What follows belongs to an exercise in optimizing a design on an open flow for small area, a short achievable clock period and few clock cycles per item; a production flow would make more cautious choices.
The RTL was checked by simulation tests, not by an equivalence proof against the original design.

## flow/design.v (module list and top-level ports; edited modules follow where they fit)
// module bc5_block_decoder: 1799 lines
// module sq24_csa: 564 lines
module bc5_block_decoder (
    input  wire         clk,
    input  wire         rst,
    input  wire         in_valid,
    output wire         in_ready,
    input  wire [63:0]  in_red,
    input  wire [63:0]  in_green,
    input  wire         in_normal,
    output wire         out_valid,
    input  wire         out_ready,
    output wire [383:0] out_rgb
);
  // ...
==> flow/run.sh <==
#!/bin/bash
# synth_recipe.tcl (not shown) runs the flow's synth.tcl, then flattens the netlist and writes it again
# the make line also repeats each setting of config.mk as NAME=value (left out here)
make -C /OpenROAD-flow-scripts/flow DESIGN_CONFIG=/design/flow/config.mk WORK_HOME=/design/flow/orfs CLKGATE_MAP_FILE= SYNTH_SCRIPT=/design/flow/synth_recipe.tcl finish
==> flow/config.mk <==
export PLATFORM = sky130hd
export DESIGN_NAME = bc5_block_decoder
export DESIGN_NICKNAME = bc5_block_decoder
export VERILOG_FILES = /design/flow/design.v
export SDC_FILE = /design/flow/constraint.sdc
export NUM_CORES = 4
export LEC_CHECK = 0
export ABC_AREA = 1
export CAP_MARGIN = 40
export CORE_MARGIN = 2
export CORE_UTILIZATION = 40
export SLEW_MARGIN = 60
==> flow/constraint.sdc <==
create_clock -name core_clock -period 16.0 [get_ports {clk}]
set_input_delay 3.2000 -clock core_clock [delete_from_list [all_inputs] [get_ports {clk}]]
set_output_delay 3.2000 -clock core_clock [all_outputs]
set_load 0.01 [all_outputs]
==> results.cfg, run 1 <==
[critical_path]
ff2ff_setup_slack_ns = 8.68
cp.required_ns = 16.81
rr_worst_depth = 37
slowest_delay_ns = 0.54
crit_path_end_kind = flop
cp.depth = 37

[global_routing]
grt_pass1_vias = 107000
gr-usage-met1_pct = 26.4
grt_pass1_wl_um = 573000
antenna_found_initial = 21
grt.total_usage_pct = 20.6
grt_max_degree = 111
grt_use_met2_pct = 35.7

[cts]
htree_levels = 4
clockBufferDepth = 4

[hold_path]
min_path_type = flop to flop
hold-path-cell-count = 0

[floorplanning]
die_x_um = 583
rows = 212

[drt]
top_layer = met5
met2WireLength_um = 169000
drt_first_pass_iters = 8

[sta]
clock_skew_ns = 0.0670

[final_layout]
non_clock_buffer_count = 665
multi_input_comb_area_um2 = 72200
final_cell_mix = nand2_1 (4112), inv_1 (2863), o21ai_0 (1685), dfxtp_1 (1675), nor2_1 (1238)
nFillCells = 33600

[outcome]
status = timing/DRC/antenna clean

[logic_synthesis]
synth_area_um2 = 134000
syn_avg_cell_area_um2 = 7.56
ys.flop_type = dfxtp_1
synthTopCellsByCount = nand2_1 (4122), inv_1 (2893), o21ai_0 (1696), dfxtp_1 (1679), nor2_1 (1262)

[placement]
place_area_um2 = 144000
place.port_buffers = 518
Testbench counts, summed over its fixed seeds: cycles 7,856, items 480.
==> run 2, diff against run 1 <==
--- a/flow/design.v
+++ b/flow/design.v
@@ -1465,17 +1465,123 @@
                 3'd3: cz = v[19];
                 3'd4: cz = v[20];
                 default: cz = 1'b0;
             endcase
             near = (rm == {9'd0, r, 1'b0}) && !r[0] && cz;
             f_isqF1 = v[21] ? 8'd127 + {1'b0, r[7:1]} + {7'd0, r[0] | near} : 8'd127;
         end
     endfunction
-    localparam NST = 21;             
+    function [8:0] f_c7x6;
+        input [2:0]    r0;
+        input [5:0] bits;
+        reg [2:0] r;
+        reg [3:0] r2;
+        reg [5:0] q;
+        integer k;
+        begin
+            r = r0;
+            for (k = 5; k >= 0; k = k - 1) begin
+                r2 = {r, bits[k]};
+                q[k] = (r2 >= 4'd7);
+                r = q[k] ? r2 - 4'd7 : r2[2:0];
+            end
+            f_c7x6 = {r, q};
+        end
+    endfunction
+    function [8:0] f_c5x6;
+        input [2:0]    r0;
+        input [5:0] bits;
+        reg [2:0] r;
+        reg [3:0] r2;
+        reg [5:0] q;
+        integer k;
+        begin
+            r = r0;
+            for (k = 5; k >= 0; k = k - 1) begin
+                r2 = {r, bits[k]};
+                q[k] = (r2 >= 4'd5);
+                r = q[k] ? r2 - 4'd5 : r2[2:0];
+            end
+            f_c5x6 = {r, q};
+        end
+    endfunction
+    function [4:0] f_c7x2;
+        input [2:0]    r0;
+        input [1:0] bits;
+        reg [2:0] r;
+        reg [3:0] r2;
+        reg [1:0] q;
+        integer k;
+        begin
+            r = r0;
+            for (k = 1; k >= 0; k = k - 1) begin
+                r2 = {r, bits[k]};
+                q[k] = (r2 >= 4'd7);
+                r = q[k] ? r2 - 4'd7 : r2[2:0];
+            end
+            f_c7x2 = {r, q};
+        end
+    endfunction
+    function [4:0] f_c5x2;
+        input [2:0]    r0;
+        input [1:0] bits;
+        reg [2:0] r;
+        reg [3:0] r2;
+        reg [1:0] q;
+        integer k;
+        begin
+            r = r0;
+            for (k = 1; k >= 0; k = k - 1) begin
+                r2 = {r, bits[k]};
+                q[k] = (r2 >= 4'd5);
+                r = q[k] ? r2 - 4'd5 : r2[2:0];
+            end
+            f_c5x2 = {r, q};
+        end
+    endfunction
+    function [8:0] f_dc6;
+        input [2:0] r0;
+        input [5:0] bits;
+        input       d7;
+        begin
+            f_dc6 = d7 ? f_c7x6(r0, bits) : f_c5x6(r0, bits);
+        end
+    endfunction
+    function [4:0] f_dc2;
+        input [2:0] r0;
+        input [1:0] bits;
+        input       d7;
+        begin
+            f_dc2 = d7 ? f_c7x2(r0, bits) : f_c5x2(r0, bits);
+        end
+    endfunction
+    function [17:0] f_isq2;
+        input [17:0] st;
+        input [3:0]  xb;
+        reg [7:0]  r;
+        reg [17:0] rm, tr;
+        integer i;
+        begin
+            r  = st[17:10];
+            rm = {8'd0, st[9:0]};
+            for (i = 1; i >= 0; i = i - 1) begin
+                rm = {rm[15:0], xb[2*i+1 -: 2]};
+                tr = {8'd0, r, 2'b01};
+                if (rm >= tr) begin
+                    rm = rm - tr;
+                    r  = {r[6:0], 1'b1};
+                end else begin
+                    r  = {r[6:0], 1'b0};
+                end
+            end
+            f_isq2 = {r, rm[9:0]};
+        end
+    endfunction
+    localparam NST = 22;             
     reg  [3:0]   fidx;               
     reg          fsrc;               
     reg  [1:0]   outst;              
     reg  [4:0]   cap;                
     reg  [63:0]  ir_red, ir_green;
     reg          ir_normal;
     reg  [NST-1:0] vld;
     reg  [383:0] out_sr;
@@ -1601,206 +1707,221 @@
     reg        s4_nm;
     always @(posedge clk) begin
         s4_s_r <= f_sum_b(f_sum_ad(s3_a_r));
         s4_s_g <= f_sum_b(f_sum_ad(s3_a_g));
         s4_k_r <= s3_k_r;
         s4_k_g <= s3_k_g;
         s4_nm  <= s3_nm;
     end
-    wire [9:0] d5_r = f_dc7(3'd0, s4_s_r[23:17], s4_k_r[0]);
-    wire [9:0] d5_g = f_dc7(3'd0, s4_s_g[23:17], s4_k_g[0]);
+    wire [10:0] d5_r = f_dc8(3'd0, s4_s_r[23:16], s4_k_r[0]);
+    wire [10:0] d5_g = f_dc8(3'd0, s4_s_g[23:16], s4_k_g[0]);
     reg [30:0] s5_s_r, s5_s_g;
-    reg [7:0]  s5_d_r, s5_d_g;       
+    reg [8:0]  s5_d_r, s5_d_g;       
     reg [2:0]  s5_k_r, s5_k_g;
     reg        s5_nm;
     always @(posedge clk) begin
         s5_s_r <= s4_s_r;
         s5_s_g <= s4_s_g;
-        s5_d_r <= {d5_r[9:7], d5_r[4:0]};
-        s5_d_g <= {d5_g[9:7], d5_g[4:0]};
+        s5_d_r <= {d5_r[10:8], d5_r[5:0]};
+        s5_d_g <= {d5_g[10:8], d5_g[5:0]};
         s5_k_r <= s4_k_r;
         s5_k_g <= s4_k_g;
         s5_nm  <= s4_nm;
     end
-    wire [9:0] d6_r = f_dc7(s5_d_r[7:5], s5_s_r[16:10], s5_k_r[0]);
-    wire [9:0] d6_g = f_dc7(s5_d_g[7:5], s5_s_g[16:10], s5_k_g[0]);
+    wire [8:0] d6_r = f_dc6(s5_d_r[8:6], s5_s_r[15:10], s5_k_r[0]);
+    wire [8:0] d6_g = f_dc6(s5_d_g[8:6], s5_s_g[15:10], s5_k_g[0]);
     reg [30:0] s6_s_r, s6_s_g;
     reg [14:0] s6_d_r, s6_d_g;       
     reg [2:0]  s6_k_r, s6_k_g;
     reg        s6_nm;
     always @(posedge clk) begin
         s6_s_r <= s5_s_r;
         s6_s_g <= s5_s_g;
-        s6_d_r <= {d6_r[9:7], s5_d_r[4:0], d6_r[6:0]};
-        s6_d_g <= {d6_g[9:7], s5_d_g[4:0], d6_g[6:0]};
+        s6_d_r <= {d6_r[8:6], s5_d_r[5:0], d6_r[5:0]};
+        s6_d_g <= {d6_g[8:6], s5_d_g[5:0], d6_g[5:0]};
         s6_k_r <= s5_k_r;
         s6_k_g <= s5_k_g;
         s6_nm  <= s5_nm;
     end
-    wire [9:0] d7_r = f_dc7(s6_d_r[14:12], s6_s_r[9:3], s6_k_r[0]);
-    wire [9:0] d7_g = f_dc7(s6_d_g[14:12], s6_s_g[9:3], s6_k_g[0]);
+    wire [8:0] d7_r = f_dc6(s6_d_r[14:12], s6_s_r[9:4], s6_k_r[0]);
+    wire [8:0] d7_g = f_dc6(s6_d_g[14:12], s6_s_g[9:4], s6_k_g[0]);
     reg [30:0] s7_s_r, s7_s_g;
-    reg [21:0] s7_d_r, s7_d_g;       
+    reg [20:0] s7_d_r, s7_d_g;       
     reg [2:0]  s7_k_r, s7_k_g;
     reg        s7_nm;
     always @(posedge clk) begin
         s7_s_r <= s6_s_r;
         s7_s_g <= s6_s_g;
-        s7_d_r <= {d7_r[9:7], s6_d_r[11:0], d7_r[6:0]};
-        s7_d_g <= {d7_g[9:7], s6_d_g[11:0], d7_g[6:0]};
+        s7_d_r <= {d7_r[8:6], s6_d_r[11:0], d7_r[5:0]};
+        s7_d_g <= {d7_g[8:6], s6_d_g[11:0], d7_g[5:0]};
         s7_k_r <= s6_k_r;
         s7_k_g <= s6_k_g;
         s7_nm  <= s6_nm;
     end
+    wire [8:0] d8_r = f_dc6(s7_d_r[20:18], {s7_s_r[3:0], 2'd0}, s7_k_r[0]);
+    wire [8:0] d8_g = f_dc6(s7_d_g[20:18], {s7_s_g[3:0], 2'd0}, s7_k_g[0]);
+    reg [30:0] s8_s_r, s8_s_g;
+    reg [26:0] s8_d_r, s8_d_g;       
+    reg [2:0]  s8_k_r, s8_k_g;
+    reg        s8_nm;
+    always @(posedge clk) begin
+        s8_s_r <= s7_s_r;
+        s8_s_g <= s7_s_g;
+        s8_d_r <= {d8_r[8:6], s7_d_r[17:0], d8_r[5:0]};
+        s8_d_g <= {d8_g[8:6], s7_d_g[17:0], d8_g[5:0]};
+        s8_k_r <= s7_k_r;
+        s8_k_g <= s7_k_g;
+        s8_nm  <= s7_nm;
+    end
     function [30:0] f_cfin;
         input [30:0] s;
-        input [21:0] d;
+        input [26:0] d;
         input [2:0]  k;
-        reg [9:0] t;
+        reg [4:0] t;
         begin
-            t = f_dc7(d[21:19], {s[2:0], 4'd0}, k[0]);
+            t = f_dc2(d[26:24], 2'd0, k[0]);
             case (k[2:1])
-                2'd0: f_cfin = f_div_fin(s, {t[9:7] != 3'd0, d[18:0], t[6:0]});
+                2'd0: f_cfin = f_div_fin(s, {t[4:2] != 3'd0, d[23:0], t[1:0]});
                 2'd1: f_cfin = s;
                 2'd2: f_cfin = 31'd0;
                 default: f_cfin = {1'b1, 6'd32, 24'h800000};
             endcase
         end
     endfunction
-    reg [30:0] s8_c_r, s8_c_g;
-    reg        s8_nm;
-    always @(posedge clk) begin
-        s8_c_r <= f_cfin(s7_s_r, s7_d_r, s7_k_r);
-        s8_c_g <= f_cfin(s7_s_g, s7_d_g, s7_k_g);
-        s8_nm  <= s7_nm;
-    end
     reg [30:0] s9_c_r, s9_c_g;
-    reg [31:0] s9_n_r, s9_n_g;
     reg        s9_nm;
     always @(posedge clk) begin
-        s9_c_r <= s8_c_r;
-        s9_c_g <= s8_c_g;
-        s9_n_r <= f_nxA(s8_c_r);
-        s9_n_g <= f_nxA(s8_c_g);
+        s9_c_r <= f_cfin(s8_s_r, s8_d_r, s8_k_r);
+        s9_c_g <= f_cfin(s8_s_g, s8_d_g, s8_k_g);
         s9_nm  <= s8_nm;
     end
-    reg [7:0]  s10_q_r, s10_q_g;
-    reg [30:0] s10_n_r, s10_n_g;
+    reg [30:0] s10_c_r, s10_c_g;
+    reg [31:0] s10_n_r, s10_n_g;
     reg        s10_nm;
     always @(posedge clk) begin
-        s10_q_r <= f_quant2(s9_c_r);
-        s10_q_g <= f_quant2(s9_c_g);
-        s10_n_r <= f_nxB(s9_n_r);
-        s10_n_g <= f_nxB(s9_n_g);
+        s10_c_r <= s9_c_r;
+        s10_c_g <= s9_c_g;
+        s10_n_r <= f_nxA(s9_c_r);
+        s10_n_g <= f_nxA(s9_c_g);
         s10_nm  <= s9_nm;
     end
-    wire [47:0] sq_s_r, sq_c_r, sq_s_g, sq_c_g;
-    sq24_csa u_sq_r (.x(s10_n_r[23:0]), .s(sq_s_r), .c(sq_c_r));
-    sq24_csa u_sq_g (.x(s10_n_g[23:0]), .s(sq_s_g), .c(sq_c_g));
-    wire [22:0] sq_l_r = {1'b0, sq_s_r[21:0]} + {1'b0, sq_c_r[21:0]};
-    wire [22:0] sq_l_g = {1'b0, sq_s_g[21:0]} + {1'b0, sq_c_g[21:0]};
     reg [7:0]  s11_q_r, s11_q_g;
     reg [30:0] s11_n_r, s11_n_g;
-    reg [25:0] s11_hs_r, s11_hc_r, s11_hs_g, s11_hc_g;
-    reg        s11_ci_r, s11_ci_g;
     reg        s11_nm;
     always @(posedge clk) begin
-        s11_q_r  <= s10_q_r;
-        s11_q_g  <= s10_q_g;
-        s11_n_r  <= s10_n_r;
-        s11_n_g  <= s10_n_g;
-        s11_hs_r <= sq_s_r[47:22];
-        s11_hc_r <= sq_c_r[47:22];
-        s11_hs_g <= sq_s_g[47:22];
-        s11_hc_g <= sq_c_g[47:22];
-        s11_ci_r <= sq_l_r[22];
-        s11_ci_g <= sq_l_g[22];
-        s11_nm   <= s10_nm;
+        s11_q_r <= f_quant2(s10_c_r);
+        s11_q_g <= f_quant2(s10_c_g);
+        s11_n_r <= f_nxB(s10_n_r);
+        s11_n_g <= f_nxB(s10_n_g);
+        s11_nm  <= s10_nm;
     end
-    wire [25:0] sq_h_r = s11_hs_r + s11_hc_r + {25'd0, s11_ci_r};
-    wire [25:0] sq_h_g = s11_hs_g + s11_hc_g + {25'd0, s11_ci_g};
+    wire [47:0] sq_s_r, sq_c_r, sq_s_g, sq_c_g;
+    sq24_csa u_sq_r (.x(s11_n_r[23:0]), .s(sq_s_r), .c(sq_c_r));
+    sq24_csa u_sq_g (.x(s11_n_g[23:0]), .s(sq_s_g), .c(sq_c_g));
+    wire [22:0] sq_l_r = {1'b0, sq_s_r[21:0]} + {1'b0, sq_c_r[21:0]};
+    wire [22:0] sq_l_g = {1'b0, sq_s_g[21:0]} + {1'b0, sq_c_g[21:0]};
     reg [7:0]  s12_q_r, s12_q_g;
-    reg [30:0] s12_x, s12_y;
+    reg [30:0] s12_n_r, s12_n_g;
+    reg [25:0] s12_hs_r, s12_hc_r, s12_hs_g, s12_hc_g;
+    reg        s12_ci_r, s12_ci_g;
     reg        s12_nm;
     always @(posedge clk) begin
-        s12_q_r <= s11_q_r;
-        s12_q_g <= s11_q_g;
-        s12_x   <= f_sqr_fin2(s11_n_r, sq_h_r);
-        s12_y   <= f_sqr_fin2(s11_n_g, sq_h_g);
-        s12_nm  <= s11_nm;
+        s12_q_r  <= s11_q_r;
+        s12_q_g  <= s11_q_g;
+        s12_n_r  <= s11_n_r;
+        s12_n_g  <= s11_n_g;
+        s12_hs_r <= sq_s_r[47:22];
+        s12_hc_r <= sq_c_r[47:22];
+        s12_hs_g <= sq_s_g[47:22];
+        s12_hc_g <= sq_c_g[47:22];
+        s12_ci_r <= sq_l_r[22];
+        s12_ci_g <= sq_l_g[22];
+        s12_nm   <= s11_nm;
     end
+    wire [25:0] sq_h_r = s12_hs_r + s12_hc_r + {25'd0, s12_ci_r};
+    wire [25:0] sq_h_g = s12_hs_g + s12_hc_g + {25'd0, s12_ci_g};
     reg [7:0]  s13_q_r, s13_q_g;
-    reg [31:0] s13_ta;
-    reg [30:0] s13_y;
+    reg [30:0] s13_x, s13_y;
     reg        s13_nm;
     always @(posedge clk) begin
         s13_q_r <= s12_q_r;
         s13_q_g <= s12_q_g;
-        s13_ta  <= f_omA(s12_x);
-        s13_y   <= s12_y;
+        s13_x   <= f_sqr_fin2(s12_n_r, sq_h_r);
+        s13_y   <= f_sqr_fin2(s12_n_g, sq_h_g);
         s13_nm  <= s12_nm;
     end
     reg [7:0]  s14_q_r, s14_q_g;
-    reg [30:0] s14_t, s14_y;
+    reg [31:0] s14_ta;
+    reg [30:0] s14_y;
     reg        s14_nm;
     always @(posedge clk) begin
         s14_q_r <= s13_q_r;
         s14_q_g <= s13_q_g;
-        s14_t   <= f_nxB(s13_ta);
+        s14_ta  <= f_omA(s13_x);
         s14_y   <= s13_y;
         s14_nm  <= s13_nm;
     end
     reg [7:0]  s15_q_r, s15_q_g;
-    reg [33:0] s15_ra;
+    reg [30:0] s15_t, s15_y;
     reg        s15_nm;
     always @(posedge clk) begin
         s15_q_r <= s14_q_r;
         s15_q_g <= s14_q_g;
-        s15_ra  <= f_rad_a(s14_t, s14_y);
+        s15_t   <= f_nxB(s14_ta);
+        s15_y   <= s14_y;
         s15_nm  <= s14_nm;
     end
     reg [7:0]  s16_q_r, s16_q_g;
-    reg [31:0] s16_rad;
+    reg [33:0] s16_ra;
     reg        s16_nm;
     always @(posedge clk) begin
         s16_q_r <= s15_q_r;
         s16_q_g <= s15_q_g;
-        s16_rad <= f_rad_b(s15_ra);
+        s16_ra  <= f_rad_a(s15_t, s15_y);
         s16_nm  <= s15_nm;
     end
     reg [7:0]  s17_q_r, s17_q_g;
-    reg [21:0] s17_b;
+    reg [31:0] s17_rad;
     reg        s17_nm;
     always @(posedge clk) begin
         s17_q_r <= s16_q_r;
         s17_q_g <= s16_q_g;
-        s17_b   <= f_blue_a(s16_rad[31], s16_rad[30:0]);
+        s17_rad <= f_rad_b(s16_ra);
         s17_nm  <= s16_nm;
     end
-    reg [7:0]  s18_q_r, s18_q_g, s19_q_r, s19_q_g;
-    reg [21:0] s18_b, s19_b;
-    reg [17:0] s18_h, s19_h;
-    reg        s18_nm, s19_nm;
+    reg [7:0]  s18_q_r, s18_q_g;
+    reg [21:0] s18_b;
+    reg        s18_nm;
     always @(posedge clk) begin
         s18_q_r <= s17_q_r;
         s18_q_g <= s17_q_g;
-        s18_b   <= s17_b;
-        s18_h   <= f_isq4(18'd0, s17_b[15:8]);
+        s18_b   <= f_blue_a(s17_rad[31], s17_rad[30:0]);
         s18_nm  <= s17_nm;
+    end
+    reg [7:0]  s19_q_r, s19_q_g, s20_q_r, s20_q_g;
+    reg [21:0] s19_b, s20_b;
+    reg [17:0] s19_h, s20_h;
+    reg        s19_nm, s20_nm;
+    always @(posedge clk) begin
         s19_q_r <= s18_q_r;
         s19_q_g <= s18_q_g;
         s19_b   <= s18_b;
-        s19_h   <= f_isq3(s18_h, s18_b[7:2]);
+        s19_h   <= f_isq4(18'd0, s18_b[15:8]);
         s19_nm  <= s18_nm;
+        s20_q_r <= s19_q_r;
+        s20_q_g <= s19_q_g;
+        s20_b   <= s19_b;
+        s20_h   <= f_isq2(s19_h, s19_b[7:4]);
+        s20_nm  <= s19_nm;
     end
-    reg [23:0] s20_res;
+    reg [23:0] s21_res;
     always @(posedge clk)
-        s20_res <= {s19_nm ? f_isqF1(s19_b, s19_h) : 8'd0, s19_q_g, s19_q_r};
-    wire [23:0] res = s20_res;
+        s21_res <= {s20_nm ? f_isqF(s20_b, s20_h) : 8'd0, s20_q_g, s20_q_r};
+    wire [23:0] res = s21_res;
 endmodule
 module sq24_csa (
     input  wire [23:0] x,
     output wire [47:0] s,
     output wire [47:0] c
 );
     wire w1 = (x[0] & x[17]) ^ (x[1] & x[16]);
     wire w2 = (x[0] & x[17]) & (x[1] & x[16]);
==> run 2 against run 1 <==
Still clean on timing, DRC and antenna; critical path depth down 30; die area is 1.8% higher; first-iteration DRC count rose by 2.9%; global-route usage down 0.31 points; setup slack improved by 0.88 ns; area after synthesis increased by 1.8%; non-clock buffer count fell by 13; utilization increased by 0.12 points; highest routed layer unchanged.
==> results.cfg, run 2 <==
[floorplanning]
die_h_um = 588
die-area_um2 = 346000
start_util_pct = 40.2
ios = 519
die_x_um = 588
rows = 214
core_um2 = 340000

[global_routing]
top_usage_layer = met2
grt.total_usage_pct = 20.3
grt_pass1_wl_um = 576000
gr-usage-met1_pct = 26.0
grt_max_degree = 92
grt_util_met3_pct = 2.73
grt_use_met2_pct = 34.9
grt_overflow = 0
grt_pass1_vias = 108000
antenna_found_initial = 19

[logic_synthesis]
synthMuxAreaShare_pct = 0.840
synth_warnings = 5
ys.flop_type = dfxtp_1
synth-edff-count = 513
syn_avg_cell_area_um2 = 7.64
ys_seq_area_share_pct = 37.6
synthTopCellsByCount = nand2_1 (4014), inv_1 (2901), dfxtp_1 (1799), o21ai_0 (1710), nor2_1 (1323)
synth_cell_type_count = 96
synth_seq_cells = 2312
synth_area_um2 = 137000
synth_top_area_cell = dfxtp_1
yosys.area_share.simple_pct = 20.5
async_reset_ff_share_pct = 0
netlist_instances = 17900
synth_top_area_share_pct = 26.4
ys_top_cells_by_area = dfxtp_1 (26%), edfxtp_1 (11%), nand2_1 (11%)
synth_adder_area_share_pct = 13.3
synth_xor_xnor_area_share_pct = 4.08
synth_top_family_by_area = simple AND/OR/NAND/NOR gates
yosysMostFrequentCell = nand2_1
synth-compound-area-share_pct = 13.7

[critical_path]
path_cells = buf_4 -> ha_1 -> inv_1 -> nor3_1 -> inv_1 -> nor3_1 -> clkdlybuf4s50_1
crit_path_end_kind = primary output
crit_path_top_delay_cell = clkdlybuf4s50_1
slowest_delay_ns = 0.68
crit_path_start_kind = flop
cp.required_ns = 12.80
path_max_fanout = 51
crit_type = flop to primary output
arrival_ns = 3.24

[drt]
antenna_left = 0
drt_iter0_markers = 8075
wirelength_um = 360000
routed-via-count = 113000
viasPerCell = 4.93
drt_first_pass_iters = 7
route.detailed.drc = 0
wl_per_cell_um = 15.7

[final_layout]
drive_above_1_share_pct = 5.26
largest_register = out_sr
area_growth_pct = 14.1
largest_reg_flops = 384
final_nets = 19500
final_cell_mix = nand2_1 (4004), inv_1 (2870), dfxtp_1 (1791), o21ai_0 (1689), nor2_1 (1301)
top_regs = out_sr (384), ir_green (64), ir_red (64)
final_common_cell = nand2_1

[cts]
root_buffer = clkbuf_16
hold_buffers = 0
cts_sinks = 2312
cts_buffers = 267
cts_setup_buffers = 0
clockBufferDepth = 4
cts_resized = 0
cts_tree = yes
clk_pin_slew_ns = 0.06
clock_latency_ns = 0.89
htree_levels = 5

[placement]
place.port_buffers = 518
gp_congestion = 0.920
dpl.hpwl_um = 277000

[sta]
maxSlewViolCount = 0
final.setup.tns_ns = 0
period_minus_slack_ns = 6.44
clock.fmax_mhz = 155
holdWs_ns = 0.302
clock_skew_ns = 0.0474
setup_viol = 0
timing_hold_violations_final = 0
max-slew-margin-rel_pct = 58.6
tightestPinTransition_ns = 0.620
rsz0062_at_grt = no
fin_crit_sh_pct = 40.3

[run]
drv_cap = 0

[outcome]
status = timing/DRC/antenna clean

[hold_path]
min_path_type = flop to flop
## run 2: final cells by class
class	instances	area, µm²
Clock inverter	126	1770
Sequential cell	2312	51400
Antenna cell	15	37.5
Tap cell	4536	5680
Multi-Input combinational cell	12000	71900
Inverter	2979	11200
Clock buffer	349	7510
Fill cell	33700	184000
Timing Repair Buffer	652	6340
## run 2: worst max-delay path: cells and delay by family (launching register included)
kind	cells	cell delay [ns]
flops	1	0.30
simple gates	2	0.52
buf+inv	4	1.27
fa+ha+maj	1	0.26
## run 2: worst paths after layout
path / from / to / slack, ns / cells after the start
hold / removal: s5_s_r[8]$_DFF_P_ / s6_s_r[8]$_DFF_P_ / 0.30 / 0
setup reg to reg: s5_s_g[15]$_DFF_P_ / s6_d_g[12]$_DFF_P_ / 10.27 / 32
hold reg to reg: s5_s_r[8]$_DFF_P_ / s6_s_r[8]$_DFF_P_ / 0.30 / 0
setup / recovery: fidx[0]$_SDFFE_PP0N_ / in_ready / 9.56 / 7
## run 2: through the flow
step | worst slack [ns] | cell area (µm²) | util [%] | std cells
finish | 9.56 | 156000 | 45.9 | 23000
detailed placement | 9.96 | 146000 | 43.1 | 22500
global route | 9.29 | 156000 | 45.9 | 23000
CTS | 9.45 | 156000 | 45.8 | 23000
floorplan | 4.01 | 137000 | - | 17900
global placement | 9.14 | 146000 | 43.0 | 22500
## run 2: cell families (layout without fill, tap and decap cells)
family | count (synthesis) | after routing
xor+xnor | 635 | 635
flops | 2312 | 2312
mux | 114 | 114
other cells | 1 | 17
fa+ha+maj | 1184 | 1184
compound gates | 3334 | 3334
simple gates | 6737 | 6737
buf+inv | 3567 | 4106
## run 2: per-layer routing
layer | wire length, µm | share of wire (%)
met1 | 160000 | 45
met2 | 169000 | 47
met3 | 18200 | 5.1
met4 | 11800 | 3.3
met5 | 184 | 0.051
Testbench counts of run 2, summed over its fixed seeds: cycles 7,864, items 480.
==> run 3, diff against run 2 <==
--- a/flow/config.mk
+++ b/flow/config.mk
@@ -6,7 +6,7 @@
 export NUM_CORES = 4
 export LEC_CHECK = 0
 export ABC_AREA = 1
-export CAP_MARGIN = 40
+export CAP_MARGIN = 20
 export CORE_MARGIN = 2
 export CORE_UTILIZATION = 40
 export SLEW_MARGIN = 60
==> run 3 against run 2 <==
Area after synthesis is the same; design area is the same; largest cell class unchanged; fmax is the same; still clean; sequential share of layout area is the same.
==> results.cfg, run 3 <==
[critical_path]
slowest_delay_ns = 0.68
cp_top_family = buffers and inverters
startpoint = fidx[0]$_SDFFE_PP0N_
path_cells = buf_4 -> ha_1 -> inv_1 -> nor3_1 -> inv_1 -> nor3_1 -> clkdlybuf4s50_1
crit_path_start_kind = flop
crit_type = flop to primary output
cp.depth = 7
crit_path_end_kind = primary output
rr_worst_depth = 32
critPathBufInv = 4
cp.required_ns = 12.80
endpoint = in_ready
path_max_fanout = 51
reg2reg_from = s5_s_g[15]$_DFF_P_
arrival_ns = 3.24
rr_endpoint = s6_d_g[12]$_DFF_P_
crit_path_top_delay_cell = clkdlybuf4s50_1
ff2ff_setup_slack_ns = 10.27

[logic_synthesis]
synthMuxAreaShare_pct = 0.840
synth-compound-area-share_pct = 13.7
synth_adder_area_share_pct = 13.3
netlist_instances = 17900
yosys.area_share.simple_pct = 20.5
synth_area_um2 = 137000
synth_seq_cells = 2312
synth_cell_type_count = 96
ys.flop_type = dfxtp_1
synth_top_area_share_pct = 26.4
synth_warnings = 5
synth_xor_xnor_area_share_pct = 4.08
synth_top_family_by_area = simple AND/OR/NAND/NOR gates
async_reset_ff_share_pct = 0
synth_top_area_cell = dfxtp_1
ys_top_cells_by_area = dfxtp_1 (26%), edfxtp_1 (11%), nand2_1 (11%)
ys_seq_area_share_pct = 37.6
synthTopCellsByCount = nand2_1 (4014), inv_1 (2901), dfxtp_1 (1799), o21ai_0 (1710), nor2_1 (1323)
syn_avg_cell_area_um2 = 7.64
synth-edff-count = 513
yosysMostFrequentCell = nand2_1

[final_layout]
drive_above_1_share_pct = 5.26
area_growth_pct = 14.1
largest_register = out_sr
nFillCells = 33700
largest_reg_flops = 384
final_cell_mix = nand2_1 (4004), inv_1 (2870), dfxtp_1 (1791), o21ai_0 (1689), nor2_1 (1301)
seq_area_um2 = 51400
final_cells = 23000
multi_input_comb_area_um2 = 71900
final_common_cell = nand2_1
fin_area_um2 = 156000
top_regs = out_sr (384), ir_green (64), ir_red (64)
final_nets = 19500

[cts]
cts_resized = 0
clockBufferDepth = 4
cts_sinks = 2312
hold_buffers = 0
clk_pin_slew_ns = 0.06
root_buffer = clkbuf_16
clock_latency_ns = 0.89
cts_setup_buffers = 0
cts_tree = yes
htree_levels = 5
cts_buffers = 267

[floorplanning]
die-area_um2 = 346000
die_h_um = 588
die_x_um = 588
rows = 214
ios = 519
core_um2 = 340000
start_util_pct = 40.2

[sta]
final.setup.tns_ns = 0
clock_skew_ns = 0.0474
rsz0062_at_grt = no
maxSlewViolCount = 0
setup_viol = 0
timing_hold_violations_final = 0
fin_crit_sh_pct = 40.3
max-slew-margin-rel_pct = 58.6
clock.fmax_mhz = 155
tightestPinTransition_ns = 0.620
period_minus_slack_ns = 6.44

[global_routing]
grt_overflow = 0
grt_max_degree = 92
grt.total_usage_pct = 20.3
antenna_found_initial = 19
grt_pass1_wl_um = 576000
grt_pass1_vias = 108000

[placement]
place_inst = 22500
dpl.hpwl_um = 277000
place.port_buffers = 518
place_area_um2 = 146000
gp_congestion = 0.920

[outcome]
status = timing/DRC/antenna clean

[drt]
wl_per_cell_um = 15.7
wirelength_um = 360000
drt_iter0_markers = 8075
viasPerCell = 4.93
antenna_left = 0
routed-via-count = 113000
drt_first_pass_iters = 7
route.detailed.drc = 0

[hold_path]
min_path_type = flop to flop

[run]
drv_cap = 0
## run 3: kinds of logic (layout without fill, tap and decap cells)
kind of cell,count (synthesis),in the layout
and+or+nand+nor,6737,6737
buffers and inverters,3567,4106
AOI/OAI and AO/OA,3334,3334
DFF,2312,2312
adders and majority gates,1184,1184
xor gates and xnor gates,635,635
muxes,114,114
other,1,17
## run 3: metrics by stage
stage | hold slack [ns] | utilization, % | setup WS [ns]
6_report | 0.302 | 45.9 | 9.56
5_1_grt | 0.297 | 45.9 | 9.29
4_1_cts | 0.295 | 45.8 | 9.45
3_5_place_dp | 0.312 | 43.1 | 9.96
3_3_place_gp | 0.310 | 43.0 | 9.14
2_1_floorplan | 0.310 | - | 4.01
## run 3: area by class of cell
| cell class | count | share of cell area, % |
|---|---|---|
| multi-input cells | 12000 | 46.1 |
| flip-flops and latches | 2312 | 33.0 |
| inverters | 2979 | 7.20 |
| clock buffers | 349 | 4.82 |
| repair buffers | 652 | 4.07 |
| well taps | 4536 | 3.64 |
| clock inverters | 126 | 1.14 |
| diodes | 15 | 0.0241 |
## run 3: worst register-to-register path: cells and delay by family (launching register included)
kind	cells	cell delay, ns
xor gates and xnor gates	6	1.48
adders and majority gates	6	1.40
and+or+nand+nor	8	1.09
AOI/OAI and AO/OA	6	0.85
DFF	1	0.44
buffers and inverters	6	0.34
## run 3: metal layers
| layer | up-vias | global-route usage, % | routed length [µm] |
|---|---|---|---|
| li1 | 58200 | - | - |
| met1 | 51800 | 26.0 | 160000 |
| met2 | 2634 | 34.9 | 169000 |
| met3 | 584 | 2.73 | 18200 |
| met4 | 26 | 6.73 | 11800 |
| met5 | - | 0 | 184 |
## run 3: worst min path at each step
stage | startpoint | endpoint | slack (ns) | cells past startpoint
2_1_floorplan | s9_nm$_DFF_P_ | s10_nm$_DFF_P_ | 0.31 | 0
3_3_place_gp | s12_q_r[1]$_DFF_P_ | s13_q_r[1]$_DFF_P_ | 0.31 | 0
3_5_place_dp | s11_n_r[30]$_SDFF_PN1_ | s12_n_r[30]$_DFF_P_ | 0.31 | 0
4_1_cts | s5_s_r[8]$_DFF_P_ | s6_s_r[8]$_DFF_P_ | 0.29 | 0
5_1_grt | s4_s_r[10]$_SDFF_PP0_ | s5_s_r[10]$_DFF_P_ | 0.30 | 0
6_report | s5_s_r[8]$_DFF_P_ | s6_s_r[8]$_DFF_P_ | 0.30 | 0

[afterwards: timing with drivers on the ports]
In the flow no input, the clock included, has a driving cell. The finished layouts below were timed again as built, in two steps. Step 1, drivers: a clkbuf_16 drives clk and a buf_2 each remaining input, both assumed. Step 2, shift: input delay + t, output delay - t, t = (earliest + latest rising clock arrival at the registers) / 2. This alone moves slack from input paths to output paths. a / b / c = no drivers / after step 1 / after step 2; a / b = the first two.
| run | t, ns | slack for setup (ns) | worst setup path after step 2 |
|---|---|---|---|
| run 1 | 1.022 | 8.676 / 8.676 / 8.676 | register to register |
| run 2 | 0.982 | 9.559 / 9.452 / 9.912 | input to register |
| run 3 | 0.982 | 9.559 / 9.452 / 9.912 | input to register |
After both steps setup and hold are still met in every run listed.
